From an optimization exercise on the open Yosys and OpenROAD flow, aimed at small area; shortcuts taken in it are not production practice. In this exercise RTL edits were held to simulation tests only and were not proved equivalent to the original. No driver is modelled on the clock port, so clocking that relies on it looks cheaper here than on a real chip. Power is estimated from default activity; no workload was simulated.

## old
==> flow/design.v (excerpt) <==
module vm16_core (
    input  wire        clk,
    input  wire        rst,
    output reg         mem_valid,
    output reg         mem_we,
    output wire [14:0] mem_addr,
    output wire [15:0] mem_wdata,
    input  wire [15:0] mem_rdata,
    input  wire        mem_ready,
    output reg         out_valid,
    output wire [7:0]  out_byte,
    output reg         retire_valid,
    output wire [14:0] retire_pc,
    output wire        retire_we,
    output wire [2:0]  retire_rd,
    output wire [15:0] retire_wdata,
    output wire        halted,
    output wire        faulted
);
Size: about 690 cells after synthesis, ~99 I/O pins, roughly 7400 sq um of cells after synthesis.
clock: 10.0 ns
lec_check: 0
cap_margin: 20
core_margin: 2
core_utilization: 60
cts_buf_list: sky130_fd_sc_hd__clkbuf_8
slew_margin: 20
run.sh (not shown) runs the stock make flow with config.mk's settings and CLKGATE_MAP_FILE= SYNTH_SCRIPT=/design/flow/synth_recipe.tcl, a recipe that flattens the netlist after the stock synthesis.
Relative to old, the following input files were edited for new:
diff --git a/flow/config.mk b/flow/config.mk
--- a/flow/config.mk
+++ b/flow/config.mk
@@ -10,2 +10 @@
-export CORE_UTILIZATION = 60
-export CTS_BUF_LIST = sky130_fd_sc_hd__clkbuf_8
+export CORE_UTILIZATION = 40
### Flow results
- The start point of the critical path comes out st[1] in one run and st[3] in the other, namely in new and old respectively.
- Per the comparison of new with old, clock transition time at the flip-flop clock pins of the worst setup and hold paths moved down; non-clock buffer count moved up; effective utilization at floorplan moved down; total global routing track utilization moved down.
- Changes observed in new relative to old: violation count after the first detailed-routing iteration moved down, filler-free cell count of the finished design now larger, part of the cycle the worst path needs went up by 4.6 points, wire length +4.9%.

---

Another version of the RTL of vm16_core (not shown whole).
Size in the first run: roughly 660 cells after synthesis, ~99 I/O pins, about 0.0064 mm² of cells after synthesis.
Design vm16_core, start of the top module:
module vm16_core (
    input  wire        clk,
    input  wire        rst,
    output wire        mem_valid,
    output wire        mem_we,
    output wire [14:0] mem_addr,
    output wire [15:0] mem_wdata,
    input  wire [15:0] mem_rdata,
    input  wire        mem_ready,
    output wire        out_valid,
    output wire [7:0]  out_byte,
    output wire        retire_valid,
    output wire [14:0] retire_pc,
    output wire        retire_we,
    output wire [2:0]  retire_rd,
    output wire [15:0] retire_wdata,
    output wire        halted,
    output wire        faulted
);
export LEC_CHECK = 0
export ABC_AREA = 1
export CAP_MARGIN = 20
export CORE_MARGIN = 2
export CORE_UTILIZATION = 60
export SLEW_MARGIN = 20
create_clock -name core_clock -period 10.0 [get_ports {clk}]
standard.sh (not shown) runs the stock make flow with config.mk's settings and CLKGATE_MAP_FILE= SYNTH_SCRIPT=/design/flow/synth_recipe.tcl, a recipe that flattens the netlist after the stock synthesis.
==> flow/flow/run.sh <==
#!/bin/bash
# The standard layout (standard.sh) with three changes:
#  - synthesis maps the combinational logic with flow/abc_area.script
#    (flow/synth.tcl wraps synth_recipe.tcl; registers are unchanged);
#  - every port gets a buffer of the smallest buffer cell (buf_1);
#  - the clock tree is built from clkbuf_8 without dummy loads.
set -euo pipefail
export FLOW_WORK=$PWD
export FLOW_ABC_SCRIPT=$PWD/flow/abc_area.script
export BUFFER_PORTS_ARGS="-buffer_cell sky130_fd_sc_hd__buf_1"
export CTS_ARGS="-sink_clustering_enable -repair_clock_nets -buf_list sky130_fd_sc_hd__clkbuf_8 -sink_clustering_size 25 -sink_clustering_max_diameter 100 -dont_use_dummy_load"
sed "s#SYNTH_SCRIPT=[^ ]*#SYNTH_SCRIPT=$PWD/flow/synth.tcl#" standard.sh > flow_standard.sh
grep -q "SYNTH_SCRIPT=$PWD/flow/synth.tcl" flow_standard.sh
bash flow_standard.sh > flow.log 2>&1
==> flow/flow/abc_area.script <==
strash
balance
rewrite
refactor
balance
rewrite
rewrite -z
balance
refactor -z
rewrite -z
balance
dch -f
map -a
strash
dch -f
map -a
topo
==> flow/flow/synth.tcl <==
# The standard flow's synthesis script, with the ABC technology mapping of the
# combinational logic done by flow/abc_area.script instead of ORFS's script.
# Flip-flop mapping, register names, flattening and renaming are unchanged.
proc abc {args} {
  set i [lsearch $args -script]
  if {$i >= 0 && ![string match *retime* [lindex $args [expr {$i + 1}]]]} {
    set args [lreplace $args $i [expr {$i + 1}] -script $::env(FLOW_ABC_SCRIPT)]
  }
  yosys abc {*}$args
}
source $::env(FLOW_WORK)/synth_recipe.tcl
The starting point produced a clean layout.
Rerun with:
--- a/flow/flow/run.sh
+++ b/flow/flow/run.sh
@@ -11 +11 @@
-export CTS_ARGS="-sink_clustering_enable -repair_clock_nets -buf_list sky130_fd_sc_hd__clkbuf_8 -sink_clustering_size 25 -sink_clustering_max_diameter 100 -dont_use_dummy_load"
+export CTS_ARGS="-sink_clustering_enable -repair_clock_nets -buf_list sky130_fd_sc_hd__clkbuf_8 -dont_use_dummy_load"
Critical path depth stays the same. Worst hold slack does not change. Combinational power hardly moves. Setup slack does not change. Non-clock buffer count does not change. Final area does not change.

---

Setup of the baseline:
The RTL this note starts from:
==> flow/design.v <==
module vm16_core (
    input  wire        clk,
    input  wire        rst,
    output wire        mem_valid,
    output wire        mem_we,
    output wire [14:0] mem_addr,
    output wire [15:0] mem_wdata,
    input  wire [15:0] mem_rdata,
    input  wire        mem_ready,
    output wire        out_valid,
    output wire [7:0]  out_byte,
    output wire        retire_valid,
    output wire [14:0] retire_pc,
    output wire        retire_we,
    output wire [2:0]  retire_rd,
    output wire [15:0] retire_wdata,
    output wire        halted,
    output wire        faulted
);
    localparam S_BOOT  = 4'd0;
    localparam S_FW    = 4'd1;
    localparam S_R     = 4'd2;
    localparam S_MW    = 4'd3;
    localparam S_W     = 4'd4;
    localparam S_X     = 4'd5;
    localparam S_WR    = 4'd6;
    localparam S_Y     = 4'd7;
    localparam S_S1    = 4'd8;
    localparam S_PRE   = 4'd9;
    localparam S_ST    = 4'd10;
    localparam S_N     = 4'd11;
    localparam S_FAULT = 4'd12;
    localparam S_NP    = 4'd13;
    reg  [2:0]  ph;           
    reg  [3:0]  st;
    reg         pend;         
    reg  [15:0] T;
    reg  [15:0] IR;
    reg  [14:0] P;
    reg  [2:0]  RS;           
    reg         c;            
    reg         f1;           
    reg  [2:0]  n;            
    reg         odd;          
    reg         sdir;         
    wire last  = (ph == 3'd7);
    wire first = (ph == 3'd0);
    wire act    = !pend;
    wire sBOOT  = act && st == S_BOOT;
    wire sFW    = act && st == S_FW;
    wire sR     = act && st == S_R;
    wire sMW    = act && st == S_MW;
    wire sW     = act && st == S_W;
    wire sX     = act && st == S_X;
    wire sWR    = act && st == S_WR;
    wire sY     = act && st == S_Y;
    wire sS1    = act && st == S_S1;
    wire sPRE   = act && st == S_PRE;
    wire sST    = act && st == S_ST;
    wire sN     = act && st == S_N;
    wire sNP    = act && st == S_NP;
    wire [2:0] op  = IR[2:0];
    wire [2:0] alt = IR[11:9];
    wire oLUI  = op == 3'd0;
    wire oAUI  = op == 3'd1;
    wire oJALR = op == 3'd2;
    wire oBEQ  = op == 3'd3;
    wire oMEM  = op[2:1] == 2'b10;            
    wire oADDI = op == 3'd6;
    wire oMATH = op == 3'd7;
    wire aSH   = alt[2:1] == 2'b01;           
    wire aLOG  = alt[2] && !(alt[1] && alt[0]);    
    wire aLT   = alt == 3'd7;
    wire        wen;
    wire [1:0]  wd;
    wire [1:0]  head [0:7];
    assign head[0] = 2'b00;
    genvar g;
    generate
        for (g = 1; g < 8; g = g + 1) begin : x
            reg [15:0] q;
            wire we = wen && (RS == g);
            always @(posedge clk)
                q <= {(we ? wd : q[1:0]), q[15:2]};
            assign head[g] = q[1:0];
        end
    endgenerate
    wire [1:0] A = head[IR[8:6]];
    wire [1:0] B = head[(st == S_R && oMATH) ? IR[15:13] : RS];
    reg [1:0] im7l, imul;
    always @(*) begin
        case (ph)
            3'd0:    im7l = IR[10:9];
            3'd1:    im7l = IR[12:11];
            3'd2:    im7l = IR[14:13];
            default: im7l = {2{IR[15]}};
        endcase
        case (ph)
            3'd3:    imul = IR[7:6];
            3'd4:    imul = IR[9:8];
            3'd5:    imul = IR[11:10];
            3'd6:    imul = IR[13:12];
            3'd7:    imul = IR[15:14];
            default: imul = 2'b00;
        endcase
    end
    wire [1:0] PL = last ? {1'b0, P[14]} : P[1:0];
    wire       pmax = &P;
    wire nJ   = sN && oJALR;                  
    wire useA = (sR && (oMEM || oADDI || oMATH)) || nJ;
    wire useP = (sR && (oAUI || oJALR) && !pmax) || (sN && !oJALR) || sNP;
    wire [1:0] xa = useA ? A : (useP ? PL : 2'b00);
    wire selI7 = (sR && (oMEM || oADDI)) || (sN && (oJALR || (oBEQ && f1)));
    wire [1:0] xb = (sR && oMATH) ? (B ^ {2{alt[0]}}) :
                    selI7 ? im7l :
                    (sR && oLUI) || (sR && oAUI) ? imul :
                    {1'b0, sR && oJALR && first && !pmax};
    wire cinit = (sR && ((oAUI && !pmax) || oJALR || (oMATH && alt[0]))) ||
                 (sN && !oJALR) || sNP;
    wire       ci = first ? cinit : c;
    wire       c1 = (xa[0] & xb[0]) | (ci & (xa[0] ^ xb[0]));
    wire [1:0] s  = {xa[1] ^ xb[1] ^ c1, xa[0] ^ xb[0] ^ ci};
    wire       co = (xa[1] & xb[1]) | (c1 & (xa[1] ^ xb[1]));
    wire [7:0] ntab = {1'b0, &n, n[2] & n[1], n[2] & (n[1] | n[0]), n[2],
                       n[2] | (n[1] & n[0]), n[2] | n[1], |n};
    wire phlt = ntab[ph];
    wire shold = !sdir && phlt;               
    wire [1:0] shr = f1 || shold ? 2'b00 :
                     !odd ? IR[1:0] :
                     sdir ? IR[2:1] : {IR[0], c};
    reg  [1:0] lg;
    always @(*) begin
        case (alt[1:0])
            2'd0:    lg = ~(A & B);
            2'd1:    lg = A & B;
            default: lg = A | B;
        endcase
    end
    wire nLT = sN && first && oMATH && aLT;   
    assign wd = sW ? IR[1:0] :
                sST ? shr :
                nLT ? {1'b0, ~c} :
                (oMATH && aLT) ? 2'b00 :
                (oMATH && aLOG) ? lg : s;
    assign wen = (sR && !oBEQ && !oMEM && !(oMATH && aSH)) || sW || sST || nLT;
    wire trot = pend || sMW || sX || sWR || sY;
    wire [1:0] tin = trot ? T[1:0] :
                     (sR && oMEM) ? PL :
                     (sR && oMATH && aSH) ? A : wd;
    wire pen = sBOOT || (sR && (oMEM || oAUI || oJALR)) || sW || sY || sN || sNP;
    wire [1:0] pin = (sW || sY) ? T[1:0] :
                     sBOOT ? {1'b0, ph == 3'd2} :                
                     (sR && !oMEM) ? PL : s;
    wire ish = sW || sX || sS1 || (sPRE && phlt) || (sST && !shold);
    wire [1:0] iin = sX ? B : (sS1 ? T[1:0] : 2'b00);
    wire pnz = P != 15'd0;
    assign mem_valid = (sFW && pnz) || sMW || (sWR && !f1);
    assign mem_we    = sWR;
    wire ild = ((sFW && pnz) || sMW) && mem_ready;
    wire wdone = sWR && (f1 || mem_ready);
    assign out_valid = sWR && f1 && c;
    wire c_n = sX  ? ((!first && c) || B[0] || B[1]) :
               sS1 ? 1'b0 :
               sST ? (shold ? 1'b0 : IR[1]) : co;
    wire f1_n = !sR ? f1 :
                oBEQ ? ((first || f1) && (A == B)) :
                oMEM ? ((first || f1) && (s == {1'b0, first})) :
                (ph[2] || ph[1]) && (f1 || B[0] || B[1]);
    reg [3:0] nst;
    always @(*) begin
        nst = st;
        if (act) begin
            case (st)
                S_BOOT:  if (last) nst = S_FW;
                S_FW:    if (ild) nst = S_R;
                S_R:     if (last) nst = oMEM ? (s[1] ? S_FAULT : (op[0] ? S_X : S_MW)) :
                                     (oMATH && aSH) ? S_S1 : S_N;
                S_MW:    if (ild) nst = S_W;
                S_W:     if (last) nst = S_NP;
                S_X:     if (last) nst = S_WR;
                S_WR:    if (wdone) nst = S_Y;
                S_Y:     if (last) nst = S_NP;
                S_S1:    if (last) nst = sdir ? S_PRE : S_ST;
                S_PRE:   if (last) nst = S_ST;
                S_ST:    if (last) nst = S_NP;
                S_N:     if (last) nst = S_FW;
                S_NP:    if (last) nst = S_FW;
                default: ;
            endcase
        end
    end
    always @(posedge clk) begin
        ph <= rst ? 3'd0 : ph + 3'd1;
        if (rst) begin
            st   <= S_BOOT;
            pend <= 1'b0;
        end else begin
            st   <= nst;
            pend <= pend ? !last : ((ild || wdone) && !last);
        end
        T <= {tin, T[15:2]};
        if (pen) begin
            if (last) P[14] <= pin[0];
            else      P[13:0] <= {pin, P[13:2]};
        end
        if (ild)      IR <= mem_rdata;
        else if (ish) IR <= {iin, IR[15:2]};
        c  <= c_n;
        f1 <= f1_n;
        if (sFW && ild) RS <= mem_rdata[5:3];
        else if (sWR)   RS <= 3'd0;
        if (sR) begin
            if (first) begin
                odd  <= B[0];
                n[0] <= B[1];
                sdir <= alt[0];
            end
            if (ph == 3'd1) n[2:1] <= B;
        end
    end
    assign mem_addr     = P;
    assign retire_pc    = P;
    assign mem_wdata    = IR;
    assign out_byte     = IR[7:0];
    assign retire_rd    = RS;
    assign retire_valid = (sN || sNP) && first;
    assign retire_we    = (RS != 3'd0) && !(sN && oBEQ);
    assign retire_wdata = {T[15:1], T[0] | (sN && oMATH && aLT && !c)};
    assign halted       = sFW && !pnz;
    assign faulted      = act && st == S_FAULT;
endmodule
Settings: LEC_CHECK=0, ABC_AREA=1, CAP_MARGIN=20, CORE_MARGIN=2, CORE_UTILIZATION=60, SLEW_MARGIN=20; clock period 10.0 ns.
==> flow/flow/run.sh <==
#!/bin/bash
# The standard layout (standard.sh) with three changes:
#  - synthesis maps the combinational logic with flow/abc_area.script
#    (flow/synth.tcl wraps synth_recipe.tcl; registers are unchanged);
#  - every port gets a buffer of the smallest buffer cell (buf_1);
#  - the clock tree is built from clkbuf_8 without dummy loads.
set -euo pipefail
export FLOW_WORK=$PWD
export FLOW_ABC_SCRIPT=$PWD/flow/abc_area.script
export BUFFER_PORTS_ARGS="-buffer_cell sky130_fd_sc_hd__buf_1"
export CTS_ARGS="-sink_clustering_enable -repair_clock_nets -buf_list sky130_fd_sc_hd__clkbuf_8 -dont_use_dummy_load"
sed "s#SYNTH_SCRIPT=[^ ]*#SYNTH_SCRIPT=$PWD/flow/synth.tcl#" standard.sh > flow_standard.sh
grep -q "SYNTH_SCRIPT=$PWD/flow/synth.tcl" flow_standard.sh
bash flow_standard.sh > flow.log 2>&1
==> flow/flow/abc_area.script <==
strash
balance
rewrite
refactor
balance
rewrite
rewrite -z
balance
refactor -z
rewrite -z
balance
&get -n
&deepsyn -T 60
&put
dch -f
map -a
strash
dch -f
map -a
strash
dch -f
map -a
topo
Scripts as last shown in full above: flow/flow/synth.tcl
The baseline did not stop at any stage, and its layout met the timing, DRC and antenna checks.
diff inputs: the baseline => the candidate
--- a/flow/flow/run.sh
+++ b/flow/flow/run.sh
@@ -6 +6,2 @@
-#  - the clock tree is built from clkbuf_8 without dummy loads.
+#  - the clock tree is built from clkbuf_8 without dummy loads, and
+#    lightly loaded leaf buffers become clkbuf_4 (flow/cts_post.tcl).
@@ -10,0 +12 @@
+export POST_CTS_TCL=$PWD/flow/cts_post.tcl
==> flow/flow/cts_post.tcl (new file) <==
estimate_parasitics -placement
set small sky130_fd_sc_hd__clkbuf_4
set big   sky130_fd_sc_hd__clkbuf_8
set n 0
foreach inst [get_cells clkbuf_*] {
  if {[get_property $inst ref_name] != $big} { continue }
  set out [get_pins -of_objects $inst -filter "direction == output"]
  set sinks [get_pins -of_objects [get_nets -of_objects $out] -filter "direction == input"]
  set ffclk 1
  foreach p $sinks { if {![string match */CLK [get_full_name $p]]} { set ffclk 0 } }
  if {!$ffclk} { continue }
  replace_cell $inst $small
  estimate_parasitics -placement
  set worst 0
  foreach p $sinks { set s [get_property $p slew_max]; if {$s > $worst} { set worst $s } }
  if {$worst > 0.100} {
    replace_cell $inst $big
    estimate_parasitics -placement
  } else {
    incr n
  }
}
puts "cts_post: $n leaf clock buffers changed to clkbuf_4"
detailed_placement
check_placement -verbose
## What came out
- The baseline -> the candidate: detailed-route vias per instance decreased slightly
- On worst path setup slack after routing, the baseline beats the candidate.
- Share of power burned in registers, the baseline and the candidate: higher on the candidate
- Final cell utilization of the core was higher in the run labelled the baseline.
- Diff the candidate..the baseline | maximum fanout along the worst path | unchanged
- Looking at design area, the candidate sits about 0.56% below the baseline.
- [the candidate] standby leakage power fell about 0.6% relative to the baseline
- When the candidate is set beside the baseline, its area added between synthesis and finish turns out to be 0.60 points smaller.
- From the baseline to the candidate the numbers moved as follows: global-route usage stayed essentially flat, length of routed met3 wiring fell by about 10%.

## what the ideal ports hide
Ports are ideal in the flow. The routed layouts listed here were re-timed in OpenROAD.
Step 1 sets driving cells, clkbuf_16 on the clock port and buf_2 on the other inputs (assumed; they add their load-dependent delay and slew).
Step 2 times the ports against the registers' clock, not the clock port: input delays grow and output delays shrink by t, the midpoint of the rising clock arrivals with the driver on.
Three values: no drivers, after step 1, after step 2; two values: the first two.
| run | shift t [ns] | slack for setup (ns) | hold slack, ns | worst register clock-pin slew, ns |
|---|---|---|---|---|
| old | 0.507 | 5.060 / 5.023 / 5.281 | 0.331 / 0.331 / 0.331 | 0.11 / 0.11 |
| new | 0.471 | 4.601 / 4.601 / 4.601 | 0.327 / 0.327 / 0.327 | 0.08 / 0.08 |
| the first run of note 2 | 0.469 | 4.048 / 4.048 / 4.048 | 0.311 / 0.311 / 0.311 | 0.12 / 0.12 |
| the second run of note 2 | 0.469 | 4.048 / 4.048 / 4.048 | 0.311 / 0.311 / 0.311 | 0.12 / 0.12 |
| the baseline | 0.487 | 4.728 / 4.728 / 4.728 | 0.309 / 0.309 / 0.309 | 0.09 / 0.09 |
| the candidate | 0.478 | 4.699 / 4.699 / 4.699 | 0.314 / 0.314 / 0.314 | 0.10 / 0.10 |
After both steps every run listed still meets setup and hold.
